From an optimization exercise on the open Yosys and OpenROAD flow, aimed at small area and a short achievable clock period; shortcuts taken in it are not production practice.
Where RTL was checked, it was by simulation tests only, not by an equivalence proof against the original.
No functional check of the RTL was part of runs 2 to 5.
Power figures rest on the tool's default switching activity, not on a simulated workload.

$ cat flow/design.v
module dfbridge (
    input  wire        clk,
    input  wire        rst,           
    input  wire        cmd_valid,
    input  wire [15:0] cmd,
    output wire        cmd_ready,
    output reg         rsp_valid,
    output reg  [15:0] rsp,
    input  wire        evt_valid,
    input  wire [15:0] evt,
    output reg         miso_valid,
    output reg  [7:0]  miso,
    output reg         utx_valid,
    output reg  [7:0]  utx,
    output reg         busy
);
    reg [7:0] mem0 [0:63];
    reg [7:0] mem1 [0:63];
    reg [6:0] head0, tail0, head1, tail1;     
    reg       wv0, wv1;               
    reg [7:0] wdat0, wdat1;           
    reg [7:0] spi_rxd, spi_txd;
    reg       spi_rxavail, spi_txv, spi_reqpend;
    reg       spi_en, spi_rxie, spi_reqie;
    reg [7:0] uart_rxd, uart_txd;
    reg       uart_rxavail, uart_fe_cur, uart_or_cur, uart_txfull;
    reg       uart_en, uart_rxie, uart_txrdy_ie;
    reg       gie;
    reg [2:0] clpc;
    reg [6:0] flg;
    reg [7:0] cnt [0:6];
    function [7:0] inc8;
        input [7:0] a;
        integer k;
        reg c;
        begin
            c = 1'b1;
            for (k = 0; k < 8; k = k + 1) begin
                inc8[k] = a[k] ^ c;
                c = c & a[k];
            end
        end
    endfunction
    function [7:0] dec8;
        input [7:0] a;
        integer k;
        reg c;
        begin
            c = 1'b1;
            for (k = 0; k < 8; k = k + 1) begin
                dec8[k] = a[k] ^ c;
                c = c & ~a[k];
            end
        end
    endfunction
    wire [6:0] head0_i = inc8({1'b0, head0});
    wire [6:0] head1_i = inc8({1'b0, head1});
    wire [6:0] tail0_i = inc8({1'b0, tail0});
    wire [6:0] tail1_i = inc8({1'b0, tail1});
    wire [6:0] count0 = head0 - tail0;
    wire [6:0] count1 = head1 - tail1;
    wire       nz0   = head0 != tail0;
    wire       nz1   = head1 != tail1;
    wire       full0 = head0 == {~tail0[6], tail0[5:0]};
    wire       full1 = head1 == {~tail1[6], tail1[5:0]};
    wire [5:0] wa0   = dec8({2'b00, head0[5:0]});
    wire [5:0] wa1   = dec8({2'b00, head1[5:0]});
    wire [7:0] rd0   = (wv0 && head0 == tail0_i) ? wdat0 : mem0[tail0[5:0]];
    wire [7:0] rd1   = (wv1 && head1 == tail1_i) ? wdat1 : mem1[tail1[5:0]];
    wire [3:0] pend = {uart_en & ~uart_txfull, uart_rxavail, spi_reqpend, spi_rxavail};
    wire [3:0] ie   = {uart_txrdy_ie, uart_rxie, spi_reqie, spi_rxie};
    wire [3:0] rdy  = pend & ie;
    wire       irq  = gie & (|rdy);
    wire [3:0] ivec = {rdy[3] & ~rdy[2] & ~rdy[1] & ~rdy[0],
                       rdy[2] & ~rdy[1] & ~rdy[0],
                       rdy[1] & ~rdy[0],
                       rdy[0]};
    wire [3:0] pollc = pend & ~ie;
    assign cmd_ready = ~irq;
    wire host = cmd_valid & ~irq;
    wire tick = ~cmd_valid & ~irq;
    wire [7:0] op  = cmd[15:8];
    wire [7:0] imm = cmd[7:0];
    wire       z   = imm == 8'h00;
    wire c_sei   = op == 8'h01 && z;
    wire c_cli   = op == 8'h02 && z;
    wire c_push0 = op == 8'h10;
    wire c_push1 = op == 8'h18;
    wire c_pop0  = op == 8'h11 && z;
    wire c_pop1  = op == 8'h19 && z;
    wire c_len0  = op == 8'h12 && z;
    wire c_len1  = op == 8'h1A && z;
    wire c_cap   = (op == 8'h13 || op == 8'h1B) && z;
    wire c_full0 = op == 8'h14 && z;
    wire c_full1 = op == 8'h1C && z;
    wire c_emp0  = op == 8'h15 && z;
    wire c_emp1  = op == 8'h1D && z;
    wire c_sinit = op == 8'h20 && imm[7:3] == 5'd0;
    wire c_sei_s = op == 8'h21 && z;
    wire c_ssend = op == 8'h22;
    wire c_savl  = op == 8'h23 && z;
    wire c_serr  = op == 8'h24 && z;
    wire c_srecv = op == 8'h25 && z;
    wire c_uinit = op == 8'h28 && !imm[7] && imm[5:4] != 2'b11;
    wire c_uei   = op == 8'h29 && z;
    wire c_usend = op == 8'h2A;
    wire c_uavl  = op == 8'h2B && z;
    wire c_uerr  = op == 8'h2C && z;
    wire c_urecv = op == 8'h2D && z;
    wire c_flow  = op == 8'h30 && z;
    wire c_scan  = op == 8'h31 && z;
    wire c_poll  = op == 8'h32 && imm[7:2] == 6'd0;
    wire c_dcnt  = op == 8'h40 && imm[7:3] == 5'd0 && imm[2:0] != 3'd7;
    wire c_dflg  = op == 8'h41 && z;
    wire c_dstat = op == 8'h42 && z;
    wire c_dpend = op == 8'h43 && z;
    wire c_nop   = op == 8'h00 && z;
    wire c_legal = c_nop | c_sei | c_cli | c_push0 | c_push1 | c_pop0 | c_pop1 |
                   c_len0 | c_len1 | c_cap | c_full0 | c_full1 | c_emp0 | c_emp1 |
                   c_sinit | c_sei_s | c_ssend | c_savl | c_serr | c_srecv |
                   c_uinit | c_uei | c_usend | c_uavl | c_uerr | c_urecv |
                   c_flow | c_scan | c_poll | c_dcnt | c_dflg | c_dstat | c_dpend;
    wire tk0 = clpc == 3'd0;
    wire tk1 = clpc == 3'd1;
    wire tkp = clpc[2] | clpc[1];                  
    wire [3:0] tk_pv = {clpc[2] & clpc[0], clpc[2] & ~clpc[0],
                        ~clpc[2] & clpc[0], ~clpc[2] & ~clpc[0]};
    wire [3:0] c_pv  = {imm[1] & imm[0], imm[1] & ~imm[0], ~imm[1] & imm[0], ~imm[1] & ~imm[0]};
    wire do_flow = (host & c_flow) | (tick & tk0);
    wire do_scan = (host & c_scan) | (tick & tk1);
    wire [3:0] run = ({4{irq}} & ivec) |
                     ({4{tick & tkp}} & tk_pv & pollc) |
                     ({4{host & c_poll}} & c_pv & pollc);
    wire push0_req = run[0] | (host & c_push0);
    wire [7:0] push0_d = run[0] ? spi_rxd : imm;
    wire push0 = push0_req & ~full0;
    wire pop0_isr0 = run[0] & uart_en & ~uart_txfull;
    wire pop0_isr3 = run[3] & nz0;
    wire pop0_host = host & c_pop0 & nz0;
    wire pop0 = pop0_isr0 | pop0_isr3 | pop0_host;
    wire [7:0] pv0 = (run[0] & ~nz0) ? spi_rxd : rd0;
    wire push1_req = (run[2] & ~uart_fe_cur & ~uart_or_cur) | (host & c_push1);
    wire [7:0] push1_d = run[2] ? uart_rxd : imm;
    wire push1 = push1_req & ~full1;
    wire isr1_load = run[1] & ~spi_txv;
    wire pop1 = (isr1_load | (host & c_pop1)) & nz1;
    wire s_ssend_ok = host & c_ssend & spi_en & ~spi_txv;
    wire s_usend_ok = host & c_usend & uart_en & ~uart_txfull;
    wire       m_spi_en   = spi_en | (host & c_sinit);
    wire       m_spi_txv  = spi_txv | run[1] | s_ssend_ok;
    wire [7:0] m_spi_txd  = s_ssend_ok ? imm : isr1_load ? (nz1 ? rd1 : 8'hFF) : spi_txd;
    wire       m_spi_rxav = spi_rxavail & ~run[0] & ~(host & c_srecv);
    wire       m_uart_en  = uart_en | (host & c_uinit);
    wire       m_txfull   = uart_txfull | pop0_isr0 | pop0_isr3 | s_usend_ok;
    wire [7:0] m_uart_txd = s_usend_ok ? imm : (pop0_isr0 | pop0_isr3) ? pv0 : uart_txd;
    wire       urx_clr    = run[2] | (host & c_urecv);
    wire       m_urxav    = uart_rxavail & ~urx_clr;
    wire       m_fe       = uart_fe_cur & ~urx_clr;
    wire       m_or       = uart_or_cur & ~urx_clr;
    wire [6:0] m_flg_set = {1'b0, 1'b0, 1'b0,
                            (host & c_pop1 & ~nz1) | (isr1_load & ~nz1),
                            push1_req & full1,
                            host & c_pop0 & ~nz0,
                            push0_req & full0};
    wire [6:0] m_flg = do_scan ? 7'd0 : (flg | m_flg_set);
    wire [7:0] eop = evt[15:8];
    wire e_sel   = evt_valid && eop == 8'h80 && evt[7:0] == 8'h00 && m_spi_en && !m_spi_txv;
    wire e_xfer  = evt_valid && eop == 8'h81 && m_spi_en;
    wire e_rx    = evt_valid && eop[7:1] == 7'b1000001 && m_uart_en;
    wire e_txd   = evt_valid && eop == 8'h84 && evt[7:0] == 8'h00 && m_uart_en && m_txfull;
    wire flow_hi = count0 > 7'd48;
    wire flow_lo = count0 < 7'd16;
    wire m_busy  = flow_hi ? 1'b1 : flow_lo ? 1'b0 : busy;
    reg [15:0] r;
    always @(*) begin
        r = 16'h0000;
        if (!c_legal) r = 16'hFF00;
        if (c_push0) r[0] = ~full0;
        if (c_push1) r[0] = ~full1;
        if (c_pop0)  r = nz0 ? {8'h00, rd0} : 16'h0100;
        if (c_pop1)  r = nz1 ? {8'h00, rd1} : 16'h0100;
        if (c_len0)  r[6:0] = count0;
        if (c_len1)  r[6:0] = count1;
        if (c_cap)   r[6] = 1'b1;
        if (c_full0) r[0] = full0;
        if (c_full1) r[0] = full1;
        if (c_emp0)  r[0] = ~nz0;
        if (c_emp1)  r[0] = ~nz1;
        if (c_sei_s && !spi_en) r = 16'h0200;
        if (c_ssend && (!spi_en || spi_txv)) r = 16'h0200;
        if (c_savl)  r[0] = spi_rxavail;
        if (c_serr)  r[5] = flg[6];
        if (c_srecv) r = spi_rxavail ? {8'h00, spi_rxd} : 16'h0200;
        if (c_uei && !uart_en) r = 16'h0200;
        if (c_usend && (!uart_en || uart_txfull)) r = 16'h0200;
        if (c_uavl)  r[0] = uart_rxavail;
        if (c_uerr)  r[7:0] = {2'b00, flg[5], flg[4], 2'b00, uart_or_cur, uart_fe_cur};
        if (c_urecv) r = uart_rxavail ? {8'h00, uart_rxd} : 16'h0200;
        if (c_flow)  r[0] = m_busy;
        if (c_scan)  r[6:0] = flg;
        if (c_poll)  r[0] = |(c_pv & pollc);
        if (c_dcnt)  r[7:0] = cnt[imm[2:0]];
        if (c_dflg)  r[6:0] = flg;
        if (c_dstat) r[7:0] = {uart_en, spi_en, spi_txv, uart_txfull, nz1,
                               uart_txrdy_ie, busy, gie};
        if (c_dpend) r[7:0] = {ie, pend};
    end
    always @(posedge clk) begin
        if (wv0) mem0[wa0] <= wdat0;
        if (wv1) mem1[wa1] <= wdat1;
        wdat0 <= push0_d;
        wdat1 <= push1_d;
        rsp   <= r;
        miso  <= m_spi_txv ? m_spi_txd : 8'hFF;
        utx   <= m_uart_txd;
        if (e_xfer) spi_rxd <= evt[7:0];
        spi_txd  <= m_spi_txd;
        if (e_rx) uart_rxd <= evt[7:0];
        uart_txd <= m_uart_txd;
    end
    integer i;
    always @(posedge clk) begin
        if (rst) begin
            head0 <= 7'd0; tail0 <= 7'd0; wv0 <= 1'b0;
            head1 <= 7'd0; tail1 <= 7'd0; wv1 <= 1'b0;
            spi_rxavail <= 1'b0; spi_txv <= 1'b0; spi_reqpend <= 1'b0;
            spi_en <= 1'b0; spi_rxie <= 1'b0; spi_reqie <= 1'b0;
            uart_rxavail <= 1'b0; uart_fe_cur <= 1'b0; uart_or_cur <= 1'b0; uart_txfull <= 1'b0;
            uart_en <= 1'b0; uart_rxie <= 1'b0; uart_txrdy_ie <= 1'b0;
            gie <= 1'b0; busy <= 1'b0; clpc <= 3'd0; flg <= 7'd0;
            for (i = 0; i < 7; i = i + 1) cnt[i] <= 8'd0;
            rsp_valid <= 1'b0; miso_valid <= 1'b0; utx_valid <= 1'b0;
        end else begin
            wv0 <= push0;
            if (push0) head0 <= head0_i;
            if (pop0)  tail0 <= tail0_i;
            wv1 <= push1;
            if (push1) head1 <= head1_i;
            if (pop1)  tail1 <= tail1_i;
            if (c_sei & host) gie <= 1'b1;
            else if (c_cli & host) gie <= 1'b0;
            if (do_flow) busy <= m_busy;
            if (tick) clpc <= (clpc == 3'd5) ? 3'd0 : clpc + 3'd1;
            spi_en <= m_spi_en;
            if (host & c_sei_s & spi_en) begin spi_rxie <= 1'b1; spi_reqie <= 1'b1; end
            spi_txv <= m_spi_txv & ~e_xfer;
            spi_rxavail <= m_spi_rxav | e_xfer;
            spi_reqpend <= (spi_reqpend & ~run[1]) | e_sel | e_xfer;
            uart_en <= m_uart_en;
            if (host & c_uei & uart_en) uart_rxie <= 1'b1;
            uart_txfull <= m_txfull & ~e_txd;
            uart_rxavail <= m_urxav | e_rx;
            uart_fe_cur <= e_rx ? evt[8] : m_fe;
            uart_or_cur <= m_or | (e_rx & m_urxav);
            if (run[0] & push0) uart_txrdy_ie <= 1'b1;
            else if (run[3] & ~nz0) uart_txrdy_ie <= 1'b0;
            flg <= m_flg | {e_xfer & m_spi_rxav, e_rx & m_urxav, e_rx & evt[8], 1'b0, 1'b0, 1'b0, 1'b0}
                         | {3'b000, e_xfer & ~m_spi_txv, 3'b000};
            for (i = 0; i < 7; i = i + 1)
                if (do_scan && flg[i] && cnt[i] != 8'hFF) cnt[i] <= inc8(cnt[i]);
            rsp_valid  <= host;
            miso_valid <= e_xfer;
            utx_valid  <= e_txd;
        end
    end
endmodule
$ cat flow/run.sh
#!/bin/bash
# synth_recipe.tcl (not shown) runs the flow's synth.tcl, then flattens the netlist and writes it again
# the make line also repeats each setting of config.mk as NAME=value (left out here)
make -C /OpenROAD-flow-scripts/flow DESIGN_CONFIG=/design/flow/config.mk WORK_HOME=/design/flow/orfs CLKGATE_MAP_FILE= SYNTH_SCRIPT=/design/flow/synth_recipe.tcl finish
$ cat flow/config.mk
export PLATFORM = sky130hd
export DESIGN_NAME = dfbridge
export DESIGN_NICKNAME = dfbridge
export VERILOG_FILES = /design/flow/design.v
export SDC_FILE = /design/flow/constraint.sdc
export NUM_CORES = 4
export LEC_CHECK = 0
export CAP_MARGIN = 20
export CORE_MARGIN = 2
export CORE_UTILIZATION = 45
export SLEW_MARGIN = 20
$ cat flow/constraint.sdc
create_clock -name core_clock -period 10.0 [get_ports {clk}]
set_input_delay 2.0000 -clock core_clock [delete_from_list [all_inputs] [get_ports {clk}]]
set_output_delay 2.0000 -clock core_clock [all_outputs]
set_load 0.01 [all_outputs]
==> results of run 1 <==
[per-stage QoR]
step                      util [%]  std cells
final                         51.0       4859
after global routing          51.0       4859
after CTS                     51.0       4859
after detailed placement      47.2       4619
after global placement        47.2       4619
after floorplan                  -       3152
[sequential cells by signal, indices dropped and copies added, names as in the netlist, 3 cells and up, named ones only]
signal and flops:
wdat0 8, utx 8, miso 8, mem1 512, tail0 7, tail1 7, head1 7, cnt 56
clpc 3, rsp 11, spi_rxd 8, wdat1 8, flg 7, head0 7, mem0 512, uart_rxd 8
spi_txd 8
[per-layer routing]
metal / GRT usage [%] / part of all wire [%] / vias up
li1: - / - / 12746
met1: 34.2 / 43 / 15426
met2: 38.0 / 47 / 1319
met3: 4.75 / 7.7 / 219
met4: 8.16 / 3.1 / 2
met5: 0 / 0.0092 / -
[cell families (layout without fill, tap and decap cells)]
kind of cell             after synthesis  after routing
flip-flops                          1216           1216
AND/OR/NAND/NOR                      745            745
AO/OA/AOI/OAI                        475            475
multiplexers                         359            359
buffers and inverters                223            430
adder cells (fa/ha/maj)               84             84
XOR/XNOR                              50             50
[worst max-delay path, delay by kind of cell]
| kind | cells | cell delay, ns |
|---|---|---|
| AND/OR/NAND/NOR | 5 | 1.95 |
| buffers and inverters | 2 | 1.78 |
| AO/OA/AOI/OAI | 2 | 0.30 |
[report_power, final]
part           leakage [nW]  switching, mW  internal (mW)
clock                  2.09           2.04           2.76
combinational          5.32          0.131         0.0326
sequential             10.8        0.00806           5.51
total                  18.2           2.18           8.30
[worst min path at each step]
stage / start / slack, ns / cells after the start / endpoint
global route: tail0[1]$_SDFFE_PP0N_ / 0.53 / 2 / register
CTS: tail0[5]$_SDFFE_PP0N_ / 0.51 / 2 / tail0[5]$_SDFFE_PP0N_
finish: tail0[3]$_SDFFE_PP0N_ / 0.52 / 2 / tail0[3]$_SDFFE_PP0N_
global placement: tail0[4]$_SDFFE_PP0N_ / 0.49 / 2 / tail0[4]$_SDFFE_PP0N_
floorplan: uart_rxd[1]$_DFFE_PP_ / 0.44 / 2 / wdat1[1]$_DFF_P_
detailed placement: tail0[5]$_SDFFE_PP0N_ / 0.50 / 2 / tail0[5]$_SDFFE_PP0N_
[final cells by class]
class                           count  area [um2]  area share, %
Multi-Input combinational cell   1713       14900           26.0
Sequential cell                  1216       34900           60.9
Timing Repair Buffer              125        1130           1.97
Tap cell                         1500        1880           3.28
Clock buffer                      163        3550           6.19
Inverter                           65         244          0.426
Clock inverter                     77         746           1.30
[layout by cell type, fill, tap and decap left out, types with 27 or more instances in the layout]
cell type and instances:
clkinv_1 30, o22ai_1 30, clkdlybuf4s50_1 71, dfxtp_1 148, ha_1 82, buf_4 53
o21ai_0 77, nand4_1 27, nor2b_1 31, mux2i_1 110, a22oi_1 60, a21oi_1 103
nand2_1 162, mux4_2 215, nor3_1 38, clkbuf_16 135, nor2_1 300, inv_1 61
edfxtp_1 1048, nand3_1 63
==> results.tsv, run 1 <==
stage	metric	value	unit
route	# DRC	0	
timing	Max Freq	185	MHz
global_route	first-pass GRT wire length	205000	um
cts	Max H-tree Level	4	
final_layout	fillers	9180	
power_and_ir_drop	Total Power	10.5	mW
cts	Post-CTS Setup Inserts	0	
job	Max-Cap Viols	0	
floorplanning	Die ar.	116000	um2
floorplanning	Starting Density	45.3	%
timing	RSZ-0062 raised after global routing	no	
critical_path	Required @ worst endpoint	10.66	ns
cts	cts hold-fix bufs	0	
synth	xor/xnor cell area share of the yosys netlist	0.861	%
placement	RD Place Congestion	0.992	
power_and_ir_drop	leakage power	18.2	nW
global_route	gr usage total	24.3	%
placement	dpl cell area	53000	um2
synth	Syn Nets	3272	
timing	Hold Slack	0.515	ns
global_route	vias in the first global route	29614	
cts	Worst-path clk slew	0.06	ns
critical_path	critical path cell sequence	clkdlybuf4s50_1 -> inv_1 -> nor3_1 -> nor4_4 -> or4_1 -> nor4_1 -> o2111ai_1 -> or4_1 -> a31oi_1	
critical_path	crit path to	rsp[9]$_DFF_P_	
synth	Cells after Synth	3152	
synth	fraction of registers with async set/reset	0	%
cts	CTS max path bufs	3	
critical_path	Crit Path Class	input pin to register	
power_and_ir_drop	Power Density	183	nW/um2
synth	post-synthesis cell type count	93	
critical_path	reg2reg setup slack	5.08	ns
synth	Synth Area in Simple Gates	6.96	%
global_route	largest net degree at the start of global routing	105	
timing	post-route minimum period	5.39	ns
timing	final setup violating endpoints	0	
synth	Cell Area, Synth	50900	um2
timing	Max-slew headroom	23.0	%
floorplanning	Core ar.	112000	um2
critical_path	CP startpoint kind	input pin	
synth	YS warnings	2	
global_route	GRT overflow	0	
critical_path	Critical Path Source	cmd[2]	
synth	Yosys top cell by area	edfxtp_1	
placement	I/O Buffers	72	
floorplanning	num ports	73	
cts	clock sinks	1216	
critical_path	r2r worst-path depth	8	
route	per-cell routed wire length	29.0	um
hold_path	Hold/Removal Path Class	register to register	
timing	worst setup margin	4.61	ns
synth	multiplexer share of the synthesized area	13.0	%
critical_path	CP most frequent cell	or4_1	
placement	Placement Setup Slack	3.92	ns
critical_path	crit path max-delay cell type	clkdlybuf4s50_1	
cts	Resize count post-CTS	0	
global_route	initial antenna violation count	1	
synth	Synth Area in Compound Gates	6.35	%
final_layout	share of layout cells above drive strength 1	15.9	%
timing	Pins Over Slew Limit	0	
final_layout	Finished Cell Area	57300	um2
synth	syn_area_per_cell	16.1	um2
route	Vias/cell	6.11	
critical_path	CP Capture Type	register	
synth	Post-synth EDFFs	1048	
timing	skew final	0.0208	ns
cts	TritonCTS buffer count	132	
synth	top cells by count, synth	edfxtp_1 (1048), nor2_1 (302), mux4_2 (215)	
placement	dpl hpwl	94000	um
synth	most frequent cell after synthesis	edfxtp_1	
cts	clk root buf	clkbuf_16	
synth	top post-synthesis cells by area	edfxtp_1 (62%), mux4_2 (9.5%), dfxtp_1 (6.6%)	
synth	Adder-Cell Fraction of Synth Area	2.10	%
critical_path	Max FO, Critical Path	20	
timing	Worst-Margin Slew	1.15	ns
floorplanning	row count	123	
route	final WL	141000	um
final_layout	Layout area overhead	12.6	%
timing	Tcrit/Tclk final	53.9	%
synth	#FFs+latches synth	1216	
timing	final setup TNS	0	ns
critical_path	crit-path max cell delay	1.15	ns
synth	top_reg_cell synth	edfxtp_1	
run_status	outcome	complete, no violations	
critical_path	Data arrival, critical path	6.06	ns
synth	main combinational cell family by area after synthesis	multiplexers	
final_layout	number of diodes	0	
synth	post-synthesis sequential area ratio	68.5	%
route	1st-pass router iterations	5	
route	antenna viol nets, final	0	
critical_path	r2r endpoint	rsp[2]$_DFF_P_	
cts	CTS tree	built	
floorplanning	Die Wd	340	um
final_layout	Final nets	3373	
cts	worst skew pair latency	0.75	ns
timing	final hold violations	0	
route	DR vias	29712	
floorplanning	Die Y	340	um
synth	post-synth top area share	61.9	%
route	DR iter-0 viols	2946	
power_and_ir_drop	peak supply drop	152	uV
==> run 2, diff against run 1 <==
--- a/flow/design.v
+++ b/flow/design.v
@@ -65,8 +65,20 @@
     wire       full1 = head1 == {~tail1[6], tail1[5:0]};
     wire [5:0] wa0   = dec8({2'b00, head0[5:0]});
     wire [5:0] wa1   = dec8({2'b00, head1[5:0]});
-    wire [7:0] rd0   = (wv0 && head0 == tail0_i) ? wdat0 : mem0[tail0[5:0]];
-    wire [7:0] rd1   = (wv1 && head1 == tail1_i) ? wdat1 : mem1[tail1[5:0]];
+    wire [63:0] tsel0 = 64'd1 << tail0[5:0];
+    wire [63:0] tsel1 = 64'd1 << tail1[5:0];
+    reg  [7:0]  mrd0, mrd1;
+    integer j;
+    always @(*) begin
+        mrd0 = 8'h00;
+        mrd1 = 8'h00;
+        for (j = 0; j < 64; j = j + 1) begin
+            mrd0 = mrd0 | (mem0[j] & {8{tsel0[j]}});
+            mrd1 = mrd1 | (mem1[j] & {8{tsel1[j]}});
+        end
+    end
+    wire [7:0] rd0   = (wv0 && head0 == tail0_i) ? wdat0 : mrd0;
+    wire [7:0] rd1   = (wv1 && head1 == tail1_i) ? wdat1 : mrd1;
     wire [3:0] pend = {uart_en & ~uart_txfull, uart_rxavail, spi_reqpend, spi_rxavail};
     wire [3:0] ie   = {uart_txrdy_ie, uart_rxie, spi_reqie, spi_rxie};
     wire [3:0] rdy  = pend & ie;
--- a/flow/config.mk
+++ b/flow/config.mk
@@ -8,4 +8,5 @@
 export CAP_MARGIN = 20
 export CORE_MARGIN = 2
 export CORE_UTILIZATION = 45
+export SETUP_SLACK_MARGIN = 5
 export SLEW_MARGIN = 20
==> results.tsv, run 2 <==
stage	metric	value	unit
cts	Worst-path clk slew	0.06	ns
timing	Pins Over Slew Limit	0	
floorplanning	Die ar.	114000	um2
global_route	initial antenna violation count	3	
placement	dpl hpwl	112000	um
synth	Post-synth EDFFs	1048	
synth	Syn Nets	3805	
placement	I/O Buffers	72	
final_layout	multi-input logic area	14900	um2
synth	top cells by count, synth	edfxtp_1 (1048), nor2_1 (362), nand3_1 (316)	
synth	post-synthesis cell type count	95	
final_layout	final core utilization	51.7	%
run_status	outcome	complete, no violations	
synth	syn_area_per_cell	13.7	um2
route	per-cell routed wire length	31.9	um
critical_path	critical path cell sequence	buf_4 -> clkinv_1 -> ha_1 -> a221oi_1 -> nand4_1 -> nor4b_1 -> a41o_1 -> a21oi_1 -> a21o_1 -> nand2b_1	
critical_path	CP Capture Type	register	
synth	#FFs+latches synth	1204	
synth	post-synthesis sequential area ratio	68.8	%
cts	TritonCTS buffer count	131	
synth	Yosys top cell by area	edfxtp_1	
synth	Cells after Synth	3671	
placement	RD Place Congestion	0.952	
cts	clk root buf	clkbuf_16	
final_layout	storage element area	34600	um2
timing	final setup TNS	0	ns
hold_path	Hold/Removal Path Class	register to register	
critical_path	Worst R2R Start	tail1[5]$_SDFFE_PP0P_	
final_layout	fillers	9448	
critical_path	crit-path max cell delay	0.82	ns
critical_path	crit path max-delay cell type	nor4b_1	
global_route	GRT overflow	0	
power_and_ir_drop	Power Density	181	nW/um2
job	Max-Cap Viols	0	
synth	fraction of registers with async set/reset	0	%
timing	Max Freq	204	MHz
route	DR iter-0 viols	4936	
final_layout	commonest non-fill, non-tap cell in the layout	edfxtp_1	
floorplanning	Starting Density	45.4	%
final_layout	most frequent cells in the layout	edfxtp_1 (1048), nor2_1 (346), nand3_1 (315), nand2_1 (148), a22oi_1 (135)	
route	met3 routed WL	18600	um
cts	worst skew pair latency	0.76	ns
final_layout	share of layout cells above drive strength 1	11.7	%
route	final WL	172000	um
route	Post-Route M1 WL	67200	um
route	# DRC	0	
hold_path	hold-critical path depth	2	
critical_path	Crit Path Class	register to register	
timing	Worst-Margin Slew	1.23	ns
route	routed length on met2	78700	um
cts	CTS max path bufs	3	
critical_path	r2r endpoint	miso[2]$_SDFF_PP1_	
floorplanning	Die Y	338	um
hold_path	Worst Hold End	spi_txd[3]$_DFF_P_	
synth	top post-synthesis cells by area	edfxtp_1 (63%), dfxtp_1 (6.2%), nand3_1 (3.1%)	
final_layout	Final nets	3930	
final_layout	Largest regs	mem0 x512, mem1 x512, cnt x56	
global_route	first-pass GRT wire length	245000	um
critical_path	Required @ worst endpoint	10.60	ns
critical_path	r2r worst-path depth	10	
hold_path	hold path start	spi_txd[3]$_DFF_P_	
global_route	vias in the first global route	32719	
timing	RSZ-0062 raised after global routing	yes	
floorplanning	num ports	73	
timing	Tcrit/Tclk final	49.1	%
cts	Max H-tree Level	4	
floorplanning	row count	122	
cts	clock sinks	1204	
route	antenna viol nets, final	0	
critical_path	Max FO, Critical Path	49	
synth	YS warnings	2	
critical_path	Data arrival, critical path	5.51	ns
synth	Cell Area, Synth	50300	um2
timing	Max-slew headroom	17.5	%
cts	cts hold-fix bufs	0	
route	DR vias	34699	
route	Vias/cell	6.44	
cts	CTS tree	built	
timing	final setup violating endpoints	0	
critical_path	reg2reg setup slack	5.09	ns
synth	post-synth top area share	62.6	%
synth	most frequent cell after synthesis	edfxtp_1	
floorplanning	Core ar.	111000	um2
global_route	gr usage total	29.5	%
route	1st-pass router iterations	9	
floorplanning	Die Wd	338	um
power_and_ir_drop	peak supply drop	146	uV
power_and_ir_drop	leakage power	18.9	nW
critical_path	CP startpoint kind	register	
timing	post-route minimum period	4.91	ns
critical_path	Critical Path Source	tail1[5]$_SDFFE_PP0P_	
final_layout	Layout area overhead	14.0	%
global_route	largest net degree at the start of global routing	91	
timing	final hold violations	0	
synth	top_reg_cell synth	edfxtp_1	
route	highest metal used	met5	
timing	skew final	0.0216	ns
-- run 2: area by class of cell --
type                    count  share of cell area (%)
diodes                      2                 0.00873
multi-input cells        2220                    26.0
clock inverters            69                    1.09
repair buffers            195                    2.91
well taps                1488                    3.25
clock buffers             169                    6.11
flip-flops and latches   1204                    60.4
inverters                  44                   0.288
-- run 2: per-layer routing --
metal / up-vias / global-route usage (%)
li1: 14713 / -
met1: 17359 / 40.8
met2: 2242 / 45.6
met3: 381 / 6.02
met4: 4 / 11.9
met5: - / 0
-- run 2: what timing repair did --
item / CTS / global route
pin swaps: 1 / 1
resized for setup: 8 / 13
buffers inserted: 2 / 2
setup endpoints to repair: 50 / 70
-- run 2: how the worst max path moves through the flow --
| stage | slack, ns | endpoint | depth (start not counted) |
|---|---|---|---|
| 2_1_floorplan | 5.44 | utx[0]$_DFFE_PP_ | 7 |
| 3_3_place_gp | 3.88 | utx[4]$_DFFE_PP_ | 7 |
| 3_5_place_dp | 3.85 | utx[4]$_DFFE_PP_ | 7 |
| 4_1_cts | 5.01 | utx[3]$_DFFE_PP_ | 10 |
| 5_1_grt | 4.98 | rsp[5]$_DFF_P_ | 10 |
| 6_report | 5.09 | miso[2]$_SDFF_PP1_ | 10 |
-- run 2: per-stage QoR --
step | hold slack (ns) | cells | setup slack (ns) | power [mW] | cell area (um2)
3_3_place_gp | 0.487 | 5144 | 3.88 | 5.73 | 53000
4_1_cts | 0.511 | 5385 | 5.01 | 10.4 | 57200
2_1_floorplan | 0.447 | 3671 | 5.44 | 5.65 | 50300
3_5_place_dp | 0.492 | 5145 | 3.85 | 5.74 | 53000
6_report | 0.511 | 5391 | 5.09 | 10.4 | 57300
5_1_grt | 0.529 | 5389 | 4.98 | 10.6 | 57300
-- run 2: where the power goes --
part	internal, mW	total, mW	leakage (nW)	switching [mW]
clock network	2.72	4.72	2.03	2.01
registers	5.46	5.46	10.7	0.00569
logic	0.0350	0.168	6.19	0.133
-- run 2: worst max-delay path, delay by kind of cell (launching register included) --
kind                       cells  cell delay [ns]
AOI/OAI and AO/OA              4             1.51
and+or+nand+nor                3             1.13
DFF                            1             0.43
buffers and inverters          2             1.14
adders and majority gates      1             0.54
-- run 2: logic make-up after synthesis --
group / synth area share [%]
and+or+nand+nor: 12.8
DFF: 68.8
AOI/OAI and AO/OA: 9.40
buffers and inverters: 1.96
muxes: 3.71
adders and majority gates: 2.47
xor gates and xnor gates: 0.853
==> run 3, diff against run 2 <==
==> flow/flow/run.sh (new file) <==
#!/bin/bash
set -euo pipefail
bash standard.sh SETUP_SLACK_MARGIN=6.5 finish > flow_make.log 2>&1
==> flow/standard.sh (new file) <==
#!/bin/bash
# synth_recipe.tcl (not shown) runs the flow's synth.tcl, then flattens the netlist and writes it again
# the make line also repeats each setting of config.mk as NAME=value (left out here)
make -C /OpenROAD-flow-scripts/flow DESIGN_CONFIG=/design/flow/config.mk WORK_HOME=/design/flow/orfs CLKGATE_MAP_FILE= SYNTH_SCRIPT=/design/flow/synth_recipe.tcl "${@:-finish}"
--- a/flow/config.mk
+++ b/flow/config.mk
@@ -8,5 +8,4 @@
 export CAP_MARGIN = 20
 export CORE_MARGIN = 2
 export CORE_UTILIZATION = 45
-export SETUP_SLACK_MARGIN = 5
 export SLEW_MARGIN = 20
removed: flow/run.sh
==> results.tsv, run 3 <==
stage	metric	value	unit
critical_path	Data arrival, critical path	1.83	ns
final_layout	Final nets	4104	
hold_path	Hold/Removal Path Class	register to register	
synth	#FFs+latches synth	1204	
final_layout	Largest regs	mem0 x512, mem1 x512, cnt x56	
timing	Worst-Margin Slew	1.14	ns
route	Vias/cell	6.51	
timing	RSZ-0062 raised after global routing	yes	
power_and_ir_drop	Flop pwr share	52.0	%
route	1st-pass router iterations	6	
cts	CTS tree	built	
final_layout	multi-input logic area	16800	um2
synth	Syn Nets	3805	
global_route	vias in the first global route	34199	
cts	worst skew pair latency	0.77	ns
timing	Max Freq	261	MHz
cts	CTS max path bufs	3	
timing	final setup violating endpoints	0	
timing	final hold violations	0	
cts	Max H-tree Level	4	
power_and_ir_drop	peak supply drop	148	uV
route	# DRC	0	
synth	post-synthesis sequential area ratio	68.8	%
global_route	first-pass GRT wire length	253000	um
synth	top_reg_cell synth	edfxtp_1	
final_layout	share of layout cells above drive strength 1	24.5	%
floorplanning	Die ar.	114000	um2
final_layout	Layout area overhead	22.4	%
route	antenna viol nets, final	0	
timing	Pins Over Slew Limit	0	
final_layout	fillers	9020	
route	final WL	179000	um
placement	Placement Setup Slack	3.96	ns
cts	clk root buf	clkbuf_16	
run_status	outcome	complete, no violations	
timing	Max-slew headroom	23.4	%
placement	dpl hpwl	113000	um
critical_path	CP Capture Type	output port	
power_and_ir_drop	Power Density	171	nW/um2
timing	final setup TNS	0	ns
cts	TritonCTS buffer count	132	
critical_path	CP startpoint kind	register	
final_layout	storage element area	34700	um2
placement	RD Place Congestion	0.962	
synth	YS warnings	2	
floorplanning	num ports	73	
global_route	gr usage total	30.5	%
job	Max-Cap Viols	0	
floorplanning	Die Wd	338	um
route	per-cell routed wire length	32.2	um
synth	Yosys top cell by area	edfxtp_1	
power_and_ir_drop	leakage power	20.7	nW
floorplanning	Die Y	338	um
global_route	GRT overflow	0	
synth	fraction of registers with async set/reset	0	%
global_route	largest net degree at the start of global routing	77	
synth	top post-synthesis cells by area	edfxtp_1 (63%), dfxtp_1 (6.2%), nand3_1 (3.1%)	
power_and_ir_drop	Comb power frac	2.0	%
cts	clock sinks	1204	
power_and_ir_drop	switch share	21.1	%
synth	syn_area_per_cell	13.7	um2
synth	Cell Area, Synth	50300	um2
timing	post-route minimum period	3.83	ns
final_layout	most frequent cells in the layout	edfxtp_1 (1048), nand3_1 (303), nor2_1 (255), buf_4 (206), clkbuf_16 (137)	
power_and_ir_drop	internal power	8.29	mW
synth	post-synth top area share	62.6	%
placement	I/O Buffers	72	
route	DR iter-0 viols	5431	
critical_path	Required @ worst endpoint	8.00	ns
critical_path	Crit Path Class	register to output port	
synth	Post-synth EDFFs	1048	
timing	skew final	0.0310	ns
global_route	initial antenna violation count	2	
timing	Tcrit/Tclk final	38.3	%
final_layout	commonest non-fill, non-tap cell in the layout	edfxtp_1	
timing	worst setup margin	6.17	ns
synth	most frequent cell after synthesis	edfxtp_1	
final_layout	number of diodes	0	
synth	Cells after Synth	3671	
cts	Worst-path clk slew	0.06	ns
floorplanning	Starting Density	45.4	%
route	DR vias	36151	
power_and_ir_drop	Switch Pwr	2.22	mW
synth	top cells by count, synth	edfxtp_1 (1048), nor2_1 (362), nand3_1 (316)	
critical_path	Max FO, Critical Path	3	
synth	post-synthesis cell type count	95	
power_and_ir_drop	clock group share of total power	46.0	%
floorplanning	Core ar.	111000	um2
floorplanning	row count	122	
==> run 3: cell counts after synthesis <==
Identical to the previous run, type by type.
==> run 3: cell type report <==
| class | count | share of cell area (%) |
|---|---|---|
| inverters | 44 | 0.291 |
| multi-input cells | 2220 | 27.3 |
| flip-flops and latches | 1204 | 56.4 |
| clock buffers | 161 | 5.63 |
| clock inverters | 70 | 1.27 |
| well taps | 1488 | 3.03 |
| repair buffers | 368 | 6.16 |
==> run 3: cell families after synthesis <==
kind of cell / Yosys count / synth area share [%]
muxes: 162 / 3.71
adders and majority gates: 98 / 2.47
DFF: 1204 / 68.8
xor gates and xnor gates: 49 / 0.853
AOI/OAI and AO/OA: 642 / 9.40
buffers and inverters: 247 / 1.96
and+or+nand+nor: 1269 / 12.8
==> run 3: worst paths after layout <==
check	startpoint	to	slack (ns)	depth (start not counted)
max	spi_reqpend$_SDFF_PP0_	cmd_ready	6.17	4
min	spi_txd[7]$_DFF_P_	spi_txd[7]$_DFF_P_	0.52	2
max reg2reg	tail0[1]$_SDFFE_PP0P_	rsp[4]$_DFF_P_	6.28	11
min reg2reg	spi_txd[7]$_DFF_P_	spi_txd[7]$_DFF_P_	0.52	2
==> run 3: what timing repair did <==
item	in CTS	in global routing
hold buffers	0	0
pin swaps	94	100
buffers inserted	113	55
setup endpoints to repair	282	577
resized for setup	460	246
cloned	7	3
==> run 3: stage by stage <==
stage               cells  cell area (um2)  utilization, %  hold slack [ns]  power (mW)
floorplan            3671            50700               -            0.455        5.65
global placement     5144            53300            48.1            0.489        5.74
detailed placement   5146            53400            48.2            0.496        5.74
CTS                  5497            60100            54.2            0.505        10.5
global route         5555            61500            55.5            0.553        10.7
finish               5555            61500            55.5            0.517        10.5
==> run 3: critical path, stage by stage, from the launching register on <==
cell and delay [ns]:
dfxtp_4 0.34, o21a_1 0.20, o31a_1 0.36, inv_4 0.08
buf_6 0.09
==> run 3: power groups by stage <==
| stage | logic, mW | registers (mW) | clock network [mW] |
|---|---|---|---|
| 2_1_floorplan | 0.0514 | 5.60 | 0 |
| 3_3_place_gp | 0.169 | 5.57 | 0 |
| 3_5_place_dp | 0.171 | 5.57 | 0 |
| 4_1_cts | 0.200 | 5.46 | 4.86 |
| 5_1_grt | 0.221 | 5.46 | 5.07 |
| 6_report | 0.213 | 5.46 | 4.83 |
==> run 3: per-layer routing <==
layer  track usage, %  up-vias  part of all wire (%)
met5                0        -                0.0067
met4             15.2        2                   5.8
met3             6.01      541                    11
met2             47.8     2478                    46
met1             40.8    18062                    38
li1                 -    15068                     -
==> run 4, diff against run 3 <==
--- a/flow/design.v
+++ b/flow/design.v
@@ -21,7 +21,8 @@
     reg [7:0] wdat0, wdat1;           
     reg [7:0] spi_rxd, spi_txd;
     reg       spi_rxavail, spi_txv, spi_reqpend;
-    reg       spi_en, spi_rxie, spi_reqie;
+    reg       spi_en, spi_rxie;              
+    wire      spi_reqie = spi_rxie;
     reg [7:0] uart_rxd, uart_txd;
     reg       uart_rxavail, uart_fe_cur, uart_or_cur, uart_txfull;
     reg       uart_en, uart_rxie, uart_txrdy_ie;
@@ -82,13 +83,14 @@
     wire [3:0] pend = {uart_en & ~uart_txfull, uart_rxavail, spi_reqpend, spi_rxavail};
     wire [3:0] ie   = {uart_txrdy_ie, uart_rxie, spi_reqie, spi_rxie};
     wire [3:0] rdy  = pend & ie;
-    wire       irq  = gie & (|rdy);
+    reg        irq;                           
     wire [3:0] ivec = {rdy[3] & ~rdy[2] & ~rdy[1] & ~rdy[0],
                        rdy[2] & ~rdy[1] & ~rdy[0],
                        rdy[1] & ~rdy[0],
                        rdy[0]};
     wire [3:0] pollc = pend & ~ie;
-    assign cmd_ready = ~irq;
+    reg        ready_r;                       
+    assign cmd_ready = ready_r;
     wire host = cmd_valid & ~irq;
     wire tick = ~cmd_valid & ~irq;
     wire [7:0] op  = cmd[15:8];
@@ -180,6 +182,16 @@
     wire e_xfer  = evt_valid && eop == 8'h81 && m_spi_en;
     wire e_rx    = evt_valid && eop[7:1] == 7'b1000001 && m_uart_en;
     wire e_txd   = evt_valid && eop == 8'h84 && evt[7:0] == 8'h00 && m_uart_en && m_txfull;
+    wire n_gie         = (gie | (host & c_sei)) & ~(host & c_cli);
+    wire n_spi_rxie    = spi_rxie | (host & c_sei_s & spi_en);
+    wire n_uart_rxie   = uart_rxie | (host & c_uei & uart_en);
+    wire n_txrdy_ie    = (uart_txrdy_ie | (run[0] & push0)) & ~(run[3] & ~nz0);
+    wire n_spi_rxav    = m_spi_rxav | e_xfer;
+    wire n_spi_reqpend = (spi_reqpend & ~run[1]) | e_sel | e_xfer;
+    wire n_txfull      = m_txfull & ~e_txd;
+    wire n_urxav       = m_urxav | e_rx;
+    wire n_irq = n_gie & ((n_spi_rxav & n_spi_rxie) | (n_spi_reqpend & n_spi_rxie) |
+                          (n_urxav & n_uart_rxie) | (m_uart_en & ~n_txfull & n_txrdy_ie));
     wire flow_hi = count0 > 7'd48;
     wire flow_lo = count0 < 7'd16;
     wire m_busy  = flow_hi ? 1'b1 : flow_lo ? 1'b0 : busy;
@@ -236,10 +248,10 @@
             head0 <= 7'd0; tail0 <= 7'd0; wv0 <= 1'b0;
             head1 <= 7'd0; tail1 <= 7'd0; wv1 <= 1'b0;
             spi_rxavail <= 1'b0; spi_txv <= 1'b0; spi_reqpend <= 1'b0;
-            spi_en <= 1'b0; spi_rxie <= 1'b0; spi_reqie <= 1'b0;
+            spi_en <= 1'b0; spi_rxie <= 1'b0;
             uart_rxavail <= 1'b0; uart_fe_cur <= 1'b0; uart_or_cur <= 1'b0; uart_txfull <= 1'b0;
             uart_en <= 1'b0; uart_rxie <= 1'b0; uart_txrdy_ie <= 1'b0;
-            gie <= 1'b0; busy <= 1'b0; clpc <= 3'd0; flg <= 7'd0;
+            gie <= 1'b0; irq <= 1'b0; ready_r <= 1'b1; busy <= 1'b0; clpc <= 3'd0; flg <= 7'd0;
             for (i = 0; i < 7; i = i + 1) cnt[i] <= 8'd0;
             rsp_valid <= 1'b0; miso_valid <= 1'b0; utx_valid <= 1'b0;
         end else begin
@@ -249,23 +261,23 @@
             wv1 <= push1;
             if (push1) head1 <= head1_i;
             if (pop1)  tail1 <= tail1_i;
-            if (c_sei & host) gie <= 1'b1;
-            else if (c_cli & host) gie <= 1'b0;
+            gie <= n_gie;
+            irq <= n_irq;
+            ready_r <= ~n_irq;
             if (do_flow) busy <= m_busy;
             if (tick) clpc <= (clpc == 3'd5) ? 3'd0 : clpc + 3'd1;
             spi_en <= m_spi_en;
-            if (host & c_sei_s & spi_en) begin spi_rxie <= 1'b1; spi_reqie <= 1'b1; end
+            spi_rxie <= n_spi_rxie;
             spi_txv <= m_spi_txv & ~e_xfer;
-            spi_rxavail <= m_spi_rxav | e_xfer;
-            spi_reqpend <= (spi_reqpend & ~run[1]) | e_sel | e_xfer;
+            spi_rxavail <= n_spi_rxav;
+            spi_reqpend <= n_spi_reqpend;
             uart_en <= m_uart_en;
-            if (host & c_uei & uart_en) uart_rxie <= 1'b1;
-            uart_txfull <= m_txfull & ~e_txd;
-            uart_rxavail <= m_urxav | e_rx;
+            uart_rxie <= n_uart_rxie;
+            uart_txfull <= n_txfull;
+            uart_rxavail <= n_urxav;
             uart_fe_cur <= e_rx ? evt[8] : m_fe;
             uart_or_cur <= m_or | (e_rx & m_urxav);
-            if (run[0] & push0) uart_txrdy_ie <= 1'b1;
-            else if (run[3] & ~nz0) uart_txrdy_ie <= 1'b0;
+            uart_txrdy_ie <= n_txrdy_ie;
             flg <= m_flg | {e_xfer & m_spi_rxav, e_rx & m_urxav, e_rx & evt[8], 1'b0, 1'b0, 1'b0, 1'b0}
                          | {3'b000, e_xfer & ~m_spi_txv, 3'b000};
             for (i = 0; i < 7; i = i + 1)
==> flow/flow/run.sh (replaced) <==
#!/bin/bash
set -euo pipefail
bash standard.sh SETUP_SLACK_MARGIN=6.8 finish > flow_make.log 2>&1
==> results.tsv, run 4 <==
stage	metric	value	unit
synth	most frequent cell after synthesis	edfxtp_1	
critical_path	Critical Path Source	cmd[7]	
cts	Worst-path clk slew	0.06	ns
synth	YS warnings	2	
critical_path	CP most frequent cell	or4_4	
global_route	gr usage total	30.9	%
route	per-cell routed wire length	32.6	um
synth	post-synth top area share	61.9	%
timing	Hold Slack	0.519	ns
cts	CTS max path bufs	3	
synth	syn_area_per_cell	13.7	um2
synth	#FFs+latches synth	1206	
timing	RSZ-0062 raised after global routing	yes	
synth	Cells after Synth	3720	
final_layout	Final nets	4166	
synth	top cells by count, synth	edfxtp_1 (1048), nor2_1 (330), nand3_1 (299)	
timing	Pins Over Slew Limit	0	
critical_path	critical path cell sequence	buf_12 -> or4_4 -> or4_4 -> o31ai_4 -> nand2_1 -> o21ai_2 -> a311o_1 -> a211oi_2 -> buf_4 -> o31a_1	
floorplanning	num ports	73	
route	antenna viol nets, final	0	
timing	Tcrit/Tclk final	38.5	%
timing	Max-slew headroom	32.0	%
run_status	outcome	complete, no violations	
global_route	grt met3 use	6.21	%
timing	Max Freq	260	MHz
critical_path	Worst R2R Start	tail0[3]$_SDFFE_PP0P_	
cts	clk root buf	clkbuf_16	
power_and_ir_drop	Power Density	162	nW/um2
floorplanning	Die Y	340	um
final_layout	commonest non-fill, non-tap cell in the layout	edfxtp_1	
job	Max-Cap Viols	0	
route	final WL	184000	um
timing	worst setup margin	6.15	ns
cts	TritonCTS buffer count	121	
critical_path	Max FO, Critical Path	3	
route	1st-pass router iterations	6	
placement	dpl cell area	54000	um2
critical_path	CP startpoint kind	input pin	
timing	final hold violations	0	
cts	Max H-tree Level	3	
placement	RD Place Congestion	1.01	
timing	post-route minimum period	3.85	ns
global_route	GRT overflow	0	
critical_path	crit path max-delay cell type	or4_4	
placement	dpl hpwl	114000	um
synth	Post-synth EDFFs	1048	
hold_path	Hold/Removal Path Class	register to register	
route	Vias/cell	6.53	
floorplanning	Die Wd	340	um
critical_path	crit-path max cell delay	0.57	ns
critical_path	CP Depth	10	
global_route	initial antenna violation count	3	
critical_path	crit path to	irq$_SDFF_PP0_	
synth	post-synthesis cell type count	95	
final_layout	number of diodes	0	
final_layout	most frequent cells in the layout	edfxtp_1 (1048), nand3_1 (288), buf_4 (255), nor2_1 (206), clkbuf_16 (123)	
synth	Cell Area, Synth	50800	um2
global_route	largest net degree at the start of global routing	67	
critical_path	r2r endpoint	utx[0]$_DFFE_PP_	
global_route	first-pass GRT wire length	258000	um
final_layout	Layout area overhead	23.5	%
critical_path	Data arrival, critical path	4.49	ns
synth	main combinational cell family by area after synthesis	simple AND/OR/NAND/NOR gates	
synth	xor/xnor cell area share of the yosys netlist	0.844	%
synth	fraction of registers with async set/reset	0	%
final_layout	share of layout cells above drive strength 1	27.4	%
cts	clock sinks	1206	
synth	top_reg_cell synth	edfxtp_1	
floorplanning	row count	123	
timing	final setup TNS	0	ns
global_route	most used routing layer	met2	
global_route	vias in the first global route	34764	
synth	Synth Area in Simple Gates	13.1	%
critical_path	Crit path buffers/inverters	2	
timing	skew final	0.0506	ns
synth	Yosys top cell by area	edfxtp_1	
synth	Synth Area in Compound Gates	9.31	%
critical_path	Required @ worst endpoint	10.64	ns
critical_path	CP Capture Type	register	
cts	CTS tree	built	
final_layout	Largest regs	mem0 x512, mem1 x512, cnt x56	
cts	worst skew pair latency	0.75	ns
timing	Worst-Margin Slew	1.02	ns
global_route	met1 global-route usage	42.8	%
timing	final setup violating endpoints	0	
route	DR vias	36829	
critical_path	Crit Path Class	input pin to register	
route	# DRC	0	
placement	dpl cells	5192	
critical_path	r2r worst-path depth	11	
placement	I/O Buffers	72	
global_route	met2 usage	47.1	%
final_layout	final std cells w/o fill	5636	
synth	multiplexer share of the synthesized area	3.82	%
route	DR iter-0 viols	5303	
power_and_ir_drop	leakage power	21.1	nW
critical_path	reg2reg setup slack	6.24	ns
power_and_ir_drop	peak supply drop	148	uV
floorplanning	Core ar.	112000	um2
synth	Adder-Cell Fraction of Synth Area	2.44	%
final_layout	Finished Cell Area	62800	um2
synth	Syn Nets	3854	
floorplanning	Die ar.	116000	um2
placement	Placement Setup Slack	3.93	ns
synth	top post-synthesis cells by area	edfxtp_1 (62%), dfxtp_1 (6.2%), nand3_1 (2.9%)	
synth	post-synthesis sequential area ratio	68.1	%
critical_path	critical path's top delay family	simple AND/OR/NAND/NOR gates	
floorplanning	Starting Density	45.3	%
-- run 4: cell types whose count changed in the layout (fill, tap and decap cells not counted), moves of 18 or more --
cell	change
a22o_1	-18
a22oi_1	-83
a32oi_1	+42
buf_6	+31
nor2_4	+61
and3_1	+45
nor2_2	-46
dlygate4sd2_1	-27
nor2_1	-49
buf_4	+49
-- run 4: power by group --
| part | total (mW) | leakage, nW | internal [mW] | switching, mW |
|---|---|---|---|---|
| Combinational | 0.218 | 8.47 | 0.0636 | 0.154 |
| Sequential | 5.46 | 10.7 | 5.46 | 0.00365 |
| Clock | 4.49 | 1.89 | 2.49 | 2.00 |
-- run 4: cells by family after synthesis --
family	count (synthesis)
muxes	161
xor gates and xnor gates	49
and+or+nand+nor	1274
DFF	1206
AOI/OAI and AO/OA	635
buffers and inverters	297
adders and majority gates	98
-- run 4: through the flow --
stage                     total power, mW  utilization, %
after floorplan                      5.66               -
after global placement               5.75            48.0
after detailed placement             5.75            48.1
after CTS                            10.2            54.2
after global routing                 10.4            55.9
final                                10.2            55.9
-- run 4: worst reg2reg max path, cell delays in order (launching register included) --
cell	delay (ns)
dfxtp_4	0.51
buf_12	0.26
nor2_4	0.04
buf_4	0.27
buf_4	0.38
nand3_1	0.14
nand4_1	0.26
or4_1	0.59
or4_4	0.66
o21ai_0	0.16
o211ai_1	0.13
o21a_1	0.13
-- run 4: how the worst min path moves through the flow --
stage / startpoint / to / slack, ns / cells after the start
2_1_floorplan: flg[4]$_SDFF_PP0_ / flg[4]$_SDFF_PP0_ / 0.44 / 2
3_3_place_gp: uart_or_cur$_SDFF_PP0_ / uart_or_cur$_SDFF_PP0_ / 0.50 / 2
3_5_place_dp: uart_or_cur$_SDFF_PP0_ / uart_or_cur$_SDFF_PP0_ / 0.49 / 2
4_1_cts: uart_or_cur$_SDFF_PP0_ / uart_or_cur$_SDFF_PP0_ / 0.52 / 2
5_1_grt: head0[6]$_SDFFE_PP0P_ / head0[6]$_SDFFE_PP0P_ / 0.55 / 2
6_report: head1[6]$_SDFFE_PP0P_ / head1[6]$_SDFFE_PP0P_ / 0.52 / 2
-- run 4: layer usage --
layer	vias up	wire [um]	part of all wire (%)
met3	535	20600	11
met2	2536	81600	44
li1	15343	-	-
met4	4	10400	5.7
met1	18411	71100	39
met5	-	21	0.011
-- run 4: final cells by class --
type	count	area (um2)
flip-flops and latches	1206	34700
multi-input cells	2220	17800
clock buffers	142	3130
clock inverters	85	749
well taps	1500	1880
inverters	53	218
fillers	9171	49600
repair buffers	430	4240
-- run 4: repair_timing --
| action | CTS | global route |
|---|---|---|
| pin swaps | 79 | 98 |
| gates resized for setup | 685 | 260 |
| hold buffers | 0 | 0 |
| gates cloned | 6 | 3 |
| hold endpoints to repair | 0 | 0 |
| endpoints found under the setup margin | 759 | 868 |
| buffers inserted | 130 | 78 |
==> run 5, diff against run 4 <==
--- a/flow/config.mk
+++ b/flow/config.mk
@@ -8,4 +8,6 @@
 export CAP_MARGIN = 20
 export CORE_MARGIN = 2
 export CORE_UTILIZATION = 45
+export CTS_BUF_LIST = sky130_fd_sc_hd__clkbuf_8
+export CTS_CLUSTER_SIZE = 30
 export SLEW_MARGIN = 20
==> results.tsv, run 5 <==
stage	metric	value	unit
run_status	outcome	complete, no violations	
floorplanning	num ports	73	
cts	CTS tree	built	
critical_path	CP Capture Type	register	
global_route	initial antenna violation count	5	
global_route	GRT overflow	0	
critical_path	Worst R2R Start	tail0[0]$_SDFFE_PP0P_	
synth	#FFs+latches synth	1206	
power_and_ir_drop	leakage power	21.3	nW
power_and_ir_drop	peak supply drop	120	uV
critical_path	reg2reg setup slack	6.32	ns
job	Max-Cap Viols	0	
route	per-cell routed wire length	32.2	um
global_route	first-pass GRT wire length	262000	um
final_layout	Largest regs	mem0 x512, mem1 x512, cnt x56	
synth	most frequent cell after synthesis	edfxtp_1	
timing	Pins Over Slew Limit	0	
synth	post-synthesis cell type count	95	
synth	post-synthesis sequential area ratio	68.1	%
route	1st-pass router iterations	6	
critical_path	critical path cell sequence	buf_12 -> or4_4 -> or4_4 -> o31ai_4 -> buf_6 -> buf_6 -> and3_4 -> o31ai_2 -> mux2_4	
critical_path	Data arrival, critical path	4.34	ns
critical_path	Crit Path Class	input pin to register	
route	antenna viol nets, final	0	
cts	clock sinks	1206	
synth	top cells by count, synth	edfxtp_1 (1048), nor2_1 (330), nand3_1 (299)	
global_route	vias in the first global route	35854	
final_layout	commonest non-fill, non-tap cell in the layout	edfxtp_1	
floorplanning	row count	123	
hold_path	Worst Hold End	head1[6]$_SDFFE_PP0P_	
floorplanning	Die Wd	340	um
synth	Cell Area, Synth	50800	um2
critical_path	Critical Path Source	cmd[7]	
route	# DRC	0	
placement	I/O Buffers	72	
timing	skew final	0.0757	ns
synth	YS warnings	2	
timing	post-route minimum period	3.70	ns
global_route	largest net degree at the start of global routing	67	
final_layout	fillers	9245	
global_route	gr usage total	31.4	%
floorplanning	Die ar.	116000	um2
critical_path	CP startpoint kind	input pin	
timing	RSZ-0062 raised after global routing	yes	
timing	final setup violating endpoints	0	
synth	post-synth top area share	61.9	%
cts	Max H-tree Level	4	
timing	Max Freq	270	MHz
synth	Post-synth EDFFs	1048	
power_and_ir_drop	Total Power	9.72	mW
timing	final setup TNS	0	ns
hold_path	hold path start	head1[6]$_SDFFE_PP0P_	
critical_path	Max FO, Critical Path	7	
final_layout	share of layout cells above drive strength 1	29.0	%
synth	top_reg_cell synth	edfxtp_1	
hold_path	hold-critical path depth	2	
timing	Max-slew headroom	31.3	%
route	final WL	186000	um
timing	Worst-Margin Slew	1.03	ns
critical_path	r2r worst-path depth	13	
final_layout	most frequent cells in the layout	edfxtp_1 (1048), nand3_1 (285), buf_4 (250), clkbuf_8 (212), nor2_1 (203)	
route	DR vias	37455	
placement	RD Place Congestion	1.01	
critical_path	crit path max-delay cell type	or4_4	
synth	top post-synthesis cells by area	edfxtp_1 (62%), dfxtp_1 (6.2%), nand3_1 (2.9%)	
power_and_ir_drop	Power Density	155	nW/um2
critical_path	crit-path max cell delay	0.56	ns
route	Vias/cell	6.49	
hold_path	Hold/Removal Path Class	register to register	
timing	final hold violations	0	
cts	worst skew pair latency	0.89	ns
timing	Tcrit/Tclk final	37.0	%
synth	Cells after Synth	3720	
cts	Worst-path clk slew	0.06	ns
floorplanning	Core ar.	112000	um2
critical_path	r2r endpoint	utx[1]$_DFFE_PP_	
critical_path	Required @ worst endpoint	10.64	ns
floorplanning	Die Y	340	um
cts	clk root buf	clkbuf_8	
cts	TritonCTS buffer count	195	
synth	Yosys top cell by area	edfxtp_1	
final_layout	Final nets	4238	
synth	Syn Nets	3854	
synth	syn_area_per_cell	13.7	um2
final_layout	Layout area overhead	23.4	%
cts	CTS max path bufs	3	
route	DR iter-0 viols	4889	
synth	fraction of registers with async set/reset	0	%
floorplanning	Starting Density	45.3	%
placement	dpl hpwl	114000	um
## run 5: cell count changes in the layout (fill, tap and decap cells not counted), sizes merged
cell           previous run  this run
bufbuf                    3         4
inv                      50       130
bufinv                   10         2
clkinvlp                  8         4
clkdlybuf4s15             3         1
o21a                      7         8
and4                     11        10
clkbuf                  146       215
diode                     0         2
clkinv                   70        65
nor2b                    34        33
buf                     402       403
## run 5: per-layer routing
layer / vias to the layer above / GRT usage [%] / part of all wire, %
li1: 15514 / - / -
met1: 18761 / 43.1 / 38
met2: 2624 / 47.7 / 45
met3: 550 / 7.45 / 12
met4: 6 / 14.3 / 5.3
met5: - / 0 / 0.018
## run 5: logic make-up after synthesis
| kind of cell | synth area share [%] |
|---|---|
| xor gates and xnor gates | 0.844 |
| AOI/OAI and AO/OA | 9.31 |
| DFF | 68.1 |
| muxes | 3.82 |
| buffers and inverters | 2.35 |
| and+or+nand+nor | 13.1 |
| adders and majority gates | 2.44 |
## run 5: power by group
group          switching, mW  leakage, nW  internal, mW
registers            0.00367         10.7          5.46
clock network           2.03         2.15          2.01
logic                  0.153         8.46        0.0601
## run 5: area by class of cell
class | count | area (um2) | area share, %
Multi-Input combinational cell | 2219 | 17900 | 28.6
Timing Repair Buffer | 429 | 4290 | 6.84
Clock inverter | 148 | 726 | 1.16
Tap cell | 1500 | 1880 | 2.99
Sequential cell | 1206 | 34700 | 55.4
Antenna cell | 2 | 5.00 | 0.00798
Clock buffer | 212 | 2920 | 4.65
Inverter | 53 | 218 | 0.347
## run 5: worst max-delay path by stage
stage                        endpoint  slack (ns)  cells past startpoint
2_1_floorplan  cnt[6][7]$_SDFFE_PP0P_        5.59                     11
3_3_place_gp   cnt[6][7]$_SDFFE_PP0P_        3.92                      9
3_5_place_dp   cnt[6][7]$_SDFFE_PP0P_        3.93                      9
4_1_cts                irq$_SDFF_PP0_        6.34                     10
5_1_grt         head1[6]$_SDFFE_PP0P_        6.27                     11
6_report             utx[3]$_DFFE_PP_        6.30                      9
## run 5: critical path, delay by kind of cell
kind,cells,cell delay [ns]
and+or+nand+nor,3,1.32
buffers and inverters,3,0.40
AOI/OAI and AO/OA,2,0.35
muxes,1,0.26
## run 5: per-stage QoR
stage                     utilization [%]  area [um2]  setup WS [ns]  std cells  hold WS [ns]
after floorplan                         -       51300           5.59       3720         0.441
after global placement               48.0       54000           3.92       5188         0.504
after detailed placement             48.1       54000           3.93       5192         0.492
after CTS                            54.6       61300           6.34       5713         0.515
after global routing                 55.8       62700           6.27       5768         0.547
final                                55.8       62700           6.30       5769         0.524
## run 5: repair_timing
| action | 4_1_cts | 5_1_grt |
|---|---|---|
| gates cloned | 9 | 2 |
| hold buffers | 0 | 0 |
| endpoints found under the hold margin | 0 | 0 |
| setup buffers | 152 | 52 |
| endpoints found under the setup margin | 750 | 870 |
| pin swaps | 124 | 85 |
| resized for setup | 785 | 208 |

## separate check: timing with driven ports
Ports are ideal in the flow. The routed layouts listed here were re-timed in OpenROAD. Step 1 sets driving cells, clkbuf_16 on the clock port and buf_2 on the other inputs (assumed; they add their load-dependent delay and slew). Step 2 adds t to the input delays and takes it off the output delays; t is the mean of the earliest and latest rising clock arrival at the registers after step 1. Input paths then give back, and output paths get back, about the clock's delay inside the block. Three values: ideal, step 1, step 2; two values: the first two.
| run | t (ns) | setup WS [ns] | worst setup path at the end |
|---|---|---|---|
| run 1 | 0.802 | 4.607 / 4.638 / 3.835 | input to register |
| run 2 | 0.820 | 5.091 / 5.091 / 4.373 | input to register |
| run 3 | 0.832 | 6.166 / 6.089 / 5.399 | input to register |
| run 4 | 0.803 | 6.147 / 6.175 / 5.372 | input to register |
| run 5 | 0.924 | 6.299 / 6.318 / 5.396 | input to register |
After both steps every run listed still meets setup and hold. For run 5, which loses most, drivers alone change the setup slack by +0.019 ns; drivers and shift together by -0.903 ns.
